Background: an optimization exercise with open tools, aiming at small area, a short achievable clock period and few clock cycles. Do not read the settings as production practice.
In this exercise RTL edits were held to simulation tests only and were not proved equivalent to the original.
Power is estimated from default activity; no workload was simulated.

==> 08-24 <==
Design sbse, start of the top module:
module sbse (
    input  wire        clk,
    input  wire        rst,
    input  wire        go,
    input  wire [19:0] start,
    input  wire [19:0] stop,
    output wire        ready,
    output wire        done,
    output reg         err,
    output reg  [19:0] count,
    output reg  [39:0] sum
);
==> flow/config.mk <==
export PLATFORM = sky130hd
export DESIGN_NAME = sbse
export DESIGN_NICKNAME = sbse
export VERILOG_FILES = /design/flow/design.v
export SDC_FILE = /design/flow/constraint.sdc
export NUM_CORES = 4
export LEC_CHECK = 0
export CAP_MARGIN = 20
export CORE_MARGIN = 2
export CORE_UTILIZATION = 50
export PLACE_DENSITY = 0.65
export SLEW_MARGIN = 20
==> flow/constraint.sdc <==
create_clock -name core_clock -period 12.0 [get_ports {clk}]
set_input_delay 2.4000 -clock core_clock [delete_from_list [all_inputs] [get_ports {clk}]]
set_output_delay 2.4000 -clock core_clock [all_outputs]
set_load 0.01 [all_outputs]
standard.sh (not shown) runs the stock make flow with config.mk's settings and CLKGATE_MAP_FILE= SYNTH_SCRIPT=/design/flow/synth_recipe.tcl, a recipe that flattens the netlist after the stock synthesis.
==> flow/flow/run.sh <==
#!/bin/bash
# The standard layout (standard.sh), with the input and output port
# buffers chosen as sky130_fd_sc_hd__buf_4 instead of the resizer's default.
# The full make output goes to standard.log; ORFS keeps its per-step logs
# under orfs/logs.
set -euo pipefail
export BUFFER_PORTS_ARGS="-buffer_cell sky130_fd_sc_hd__buf_4"
bash standard.sh > standard.log 2>&1
==> 07-11: changes against 08-24 <==
--- a/flow/design.v
+++ b/flow/design.v
@@ -27,28 +27,27 @@
                S_FIN0   = 11,
                S_MUL    = 12,
                S_LAST   = 13,
                S_RANGE4 = 14,
                S_LAST2  = 15;
     reg [15:0] state;              
     reg        done_q, ready_q;
-    reg [1:0]  l2;
+    reg        l2;
     assign done  = done_q;
     assign ready = ready_q;
     reg [19:0] r_start, r_stop;    
     reg [1:0]  rs, re;             
     reg [9:0]  root;               
     reg [12:0] srem;
     reg [4:0]  step;
     reg [1:0]  n23;                
     reg [2:0]  s23;                
     reg        bad;
     reg [18:0] j0;                 
-    reg        rlb, emp;
-    wire [10:0] rlen_hi = {rlen[19:10], 1'b1} + {~{1'b0, j0[18:10]}, !rlb};    
+    reg        rlb;
     reg [19:0] rlen;               
     reg [8:0]  seg_len;            
     reg        seg_last;
     reg [4:0]  nw;                 
     reg [3:0]  ridx;
     reg        rd_on;              
     reg [8:0]  rd_len;             
@@ -388,15 +387,15 @@
     reg        mbit, in_mul;
     reg [15:0] rm;
     reg [3:0]  q_ev, q_od, q_b1, q_b2, q_b3;
     reg [4:0]  rc;
     reg [9:0]  re_w;
     reg [22:0] k48;                
     reg [39:0] rx;                 
-    reg        sc1, sc2, sc3;      
+    reg        sc1, sc2;           
     reg        ccy;                
     wire [15:0] rword = sb[{ridx, 4'd0} +: 16];
     reg  [15:0] rmask;
     always @(*) begin
         for (k = 0; k < 16; k = k + 1)
             rmask[k] = (rd_len[8:4] != 5'd0) || (k < rd_len[3:0]);
     end
@@ -406,18 +405,17 @@
             pc8 = {3'd0, x[0]} + {3'd0, x[1]} + {3'd0, x[2]} + {3'd0, x[3]}
                 + {3'd0, x[4]} + {3'd0, x[5]} + {3'd0, x[6]} + {3'd0, x[7]};
         end
     endfunction
     wire [4:0] c_w   = {1'b0, q_ev} + {1'b0, q_od};
     wire [7:0] ci_w  = {4'd0, q_od} + {3'd0, q_b1, 1'b0} + {2'd0, q_b2, 2'b0} + {1'd0, q_b3, 3'b0};
     wire [9:0] e_w   = {1'b0, r2ci, 1'b0} + {2'b0, r2ci} + {5'd0, r2c} + {6'd0, r2par};
-    wire [10:0] sum_p0  = {1'b0, sum[9:0]} + {1'b0, rx[9:0]};
-    wire [11:0] sum_p1  = {1'b0, sum[19:10], 1'b1} + {1'b0, rx[19:10], sc1};
-    wire [11:0] sum_p2  = {1'b0, sum[29:20], 1'b1} + {1'b0, rx[29:20], sc2};
-    wire [10:0] sum_p3  = {sum[39:30], 1'b1} + {rx[39:30], sc3};
+    wire [14:0] sum_p0  = {1'b0, sum[13:0]} + {1'b0, rx[13:0]};
+    wire [14:0] sum_p1  = {1'b0, sum[26:14], 1'b1} + {1'b0, rx[26:14], sc1};
+    wire [13:0] sum_p2  = {sum[39:27], 1'b1} + {rx[39:27], sc2};
     reg         lastf;
     reg [4:0]   mhi;                
     reg [4:0]   msb_c;
     always @(*) begin
         msb_c = 5'd0;
         for (k = 0; k < 17; k = k + 1)
             if (count[k]) msb_c = k;
@@ -763,15 +761,15 @@
                     state <= 16'd1 << S_SETUP;
             end
             state[S_SETUP]:  if (step == 5'd9) state <= 16'd1 << S_RANGE;
             state[S_RANGE]:  state <= 16'd1 << S_RANGE2;
             state[S_RANGE2]: state <= 16'd1 << S_RANGE4;
             state[S_RANGE4]: state <= 16'd1 << S_RANGE3;
             state[S_RANGE3]: begin
-                if (emp) begin
+                if (rlen[19] || rlen == 20'd0) begin
                     state   <= 16'd1 << S_IDLE;
                     done_q  <= 1'b1;
                     ready_q <= 1'b1;
                 end else
                     state <= 16'd1 << S_SEG;
             end
             state[S_SEG]: begin
@@ -793,20 +791,20 @@
             state[S_MUL]: begin
                 if (mul_end) begin
                     in_mul <= 1'b0;
                     state  <= 16'd1 << S_LAST;
                 end
             end
             state[S_LAST]: begin
-                l2    <= 2'd0;
+                l2    <= 1'b0;
                 state <= 16'd1 << S_LAST2;
             end
             state[S_LAST2]: begin               
-                l2 <= l2 + 2'd1;
-                if (l2 == 2'd2) begin
+                l2 <= 1'b1;
+                if (l2) begin
                     state   <= 16'd1 << S_IDLE;
                     done_q  <= 1'b1;
                     ready_q <= 1'b1;
                 end
             end
             default: state <= 16'd1 << S_IDLE;
             endcase
@@ -833,18 +831,17 @@
         if (in_mul)
             rx <= mbit ? {r_stop, r_start} : 40'd0;
         else if (rv4)
             rx <= {{16{1'b0}}, 14'd0, re_w} - {17'd0, k48};
         else
             rx <= 40'd0;
         if (!state[S_IDLE]) begin
-            sum <= {sum_p3[10:1], sum_p2[10:1], sum_p1[10:1], sum_p0[9:0]};
-            sc1 <= sum_p0[10];
-            sc2 <= sum_p1[11];
-            sc3 <= sum_p2[11];
+            sum <= {sum_p2[13:1], sum_p1[13:1], sum_p0[13:0]};
+            sc1 <= sum_p0[14];
+            sc2 <= sum_p1[14];
         end
         case (1'b1)
         state[S_IDLE]: begin
             if (go) begin
                 r_start <= start;
                 r_stop  <= stop;
             end
@@ -865,15 +862,14 @@
                   + ((r_start <= 20'd3 && r_stop >= 20'd3) ? 3'd3 : 3'd0);
         end
         state[S_CHECK2]: begin
             err <= bad;
             sum <= bad ? 40'd0 : {37'd0, s23};
             sc1 <= 1'b0;
             sc2 <= 1'b0;
-            sc3 <= 1'b0;
             ccy <= 1'b0;
             count <= 20'd0;
         end
         state[S_SETUP]: begin
             rs <= ds_s[1:0];
             re <= ds_e[1:0];
             if (!sq_d[12]) begin
@@ -884,24 +880,22 @@
                 root <= {root[8:0], 1'b0};
             end
             r_start <= {r_start[17:0], ds_s[3:2]};
             r_stop  <= {r_stop[17:0], ds_e[3:2]};
             step    <= step + 5'd1;
         end
         state[S_RANGE]: begin
-            j0  <= r_start[18:0] + {18'd0, (r_start[18:0] == 19'd0) || (rs == 2'd2 && !r_start[0])};
+            j0  <= (r_start[18:0] == 19'd0) ? 19'd1 :
+                   (rs == 2'd2 && !r_start[0]) ? r_start[18:0] + 19'd1 : r_start[18:0];
             rlen <= {1'b0, ({1'b0, re} < 3'd1 + {2'b00, r_stop[0]}) ? r_stop[18:0] : r_stop[18:0] + 19'd1};
         end
-        state[S_RANGE2]: begin
-            {rlb, rlen[9:0]} <= {1'b0, rlen[9:0]} - {1'b0, j0[9:0]};
-            emp <= (rlen[18:0] <= j0);                      
-        end
-        state[S_RANGE4]: rlen[19:10] <= rlen_hi[10:1];
+        state[S_RANGE2]: {rlb, rlen[9:0]} <= {1'b0, rlen[9:0]} - {1'b0, j0[9:0]};
+        state[S_RANGE4]: rlen[19:10] <= rlen[19:10] - {1'b0, j0[18:10]} - {9'd0, rlb};
         state[S_RANGE3]: begin
-            if (emp)
+            if (rlen[19] || rlen == 20'd0)
                 count <= {18'd0, n23};
             ccy <= 1'b0;
             pi   <= 8'd0;
             pi1  <= 8'd1;
             pend <= 1'b0;
             first_seg <= 1'b1;
             exm[0] <= (j0 == 19'd1) || (j0 == 19'd2) || (j0 == 19'd3) || (j0 == 19'd4) || (j0 == 19'd5) || (j0 == 19'd6) || (j0 == 19'd7) || (j0 == 19'd9) || (j0 == 19'd10);
Settings changed: CORE_UTILIZATION 50 to 40, CTS_BUF_LIST from default to sky130_fd_sc_hd__clkbuf_4 sky130_fd_sc_hd__clkbuf_8, PLACE_DENSITY 0.65 to 0.6.
==> summary.txt <==
08-24 produced a clean layout. 07-11 completed without violations. Between 08-24 and 07-11, the lower non-clock buffer count is in 08-24 (gap 31). Cell count: 07-11 is higher than 08-24 (about 7%). Between 07-11 and 08-24, the lower total power is in 08-24 (gap about 6.4%, measured against 08-24). Between 07-11 and 08-24, the lower hold slack is in 07-11 (gap 1.1 ps). Of 07-11 and 08-24, 07-11 has the higher cell area (gap 1.8%, measured against 08-24). Of 08-24 and 07-11, 08-24 has the higher maximum frequency (gap 5.2%, measured against 07-11). In 07-11 the routed wire length is larger than in 08-24, by about 0.4%. Of 08-24 and 07-11, 07-11 has the higher sequential power (gap about 3%, measured against 07-11). Critical path depth: 08-24 is higher than 07-11 (6).
Testbench counts of 08-24, summed over its fixed seeds: cycles 38,047.
Testbench counts of 07-11, summed over its fixed seeds: cycles 37,983.

==> re-timing with driven ports <==
How much do the figures lean on ideal ports? The routed layouts below were timed once more, with nothing changed but the port constraints.
Step 1 sets driving cells, clkbuf_16 on the clock port and buf_2 on the other inputs (assumed; they add their load-dependent delay and slew).
Step 2 moves the port delays by t, midway between the first and last clock arrival at a register: inputs arrive t later, outputs are due t later. That takes back most of the time a late clock gives input paths.
Slacks: no drivers / after step 1 / after step 2; pairs: no drivers / after step 1.
run | t, ns | slack for setup (ns) | worst setup path at the end | clock arrival spread, ns | worst data-port slew with drivers (ns)
08-24 | 0.883 | 8.035 / 8.011 / 8.035 | register to register | 0.043 / 0.044 | 0.12
07-11 | 1.050 | 7.830 / 7.745 / 8.014 | input to register | 0.085 / 0.086 | 0.15
After both steps setup and hold are still met in every run listed.
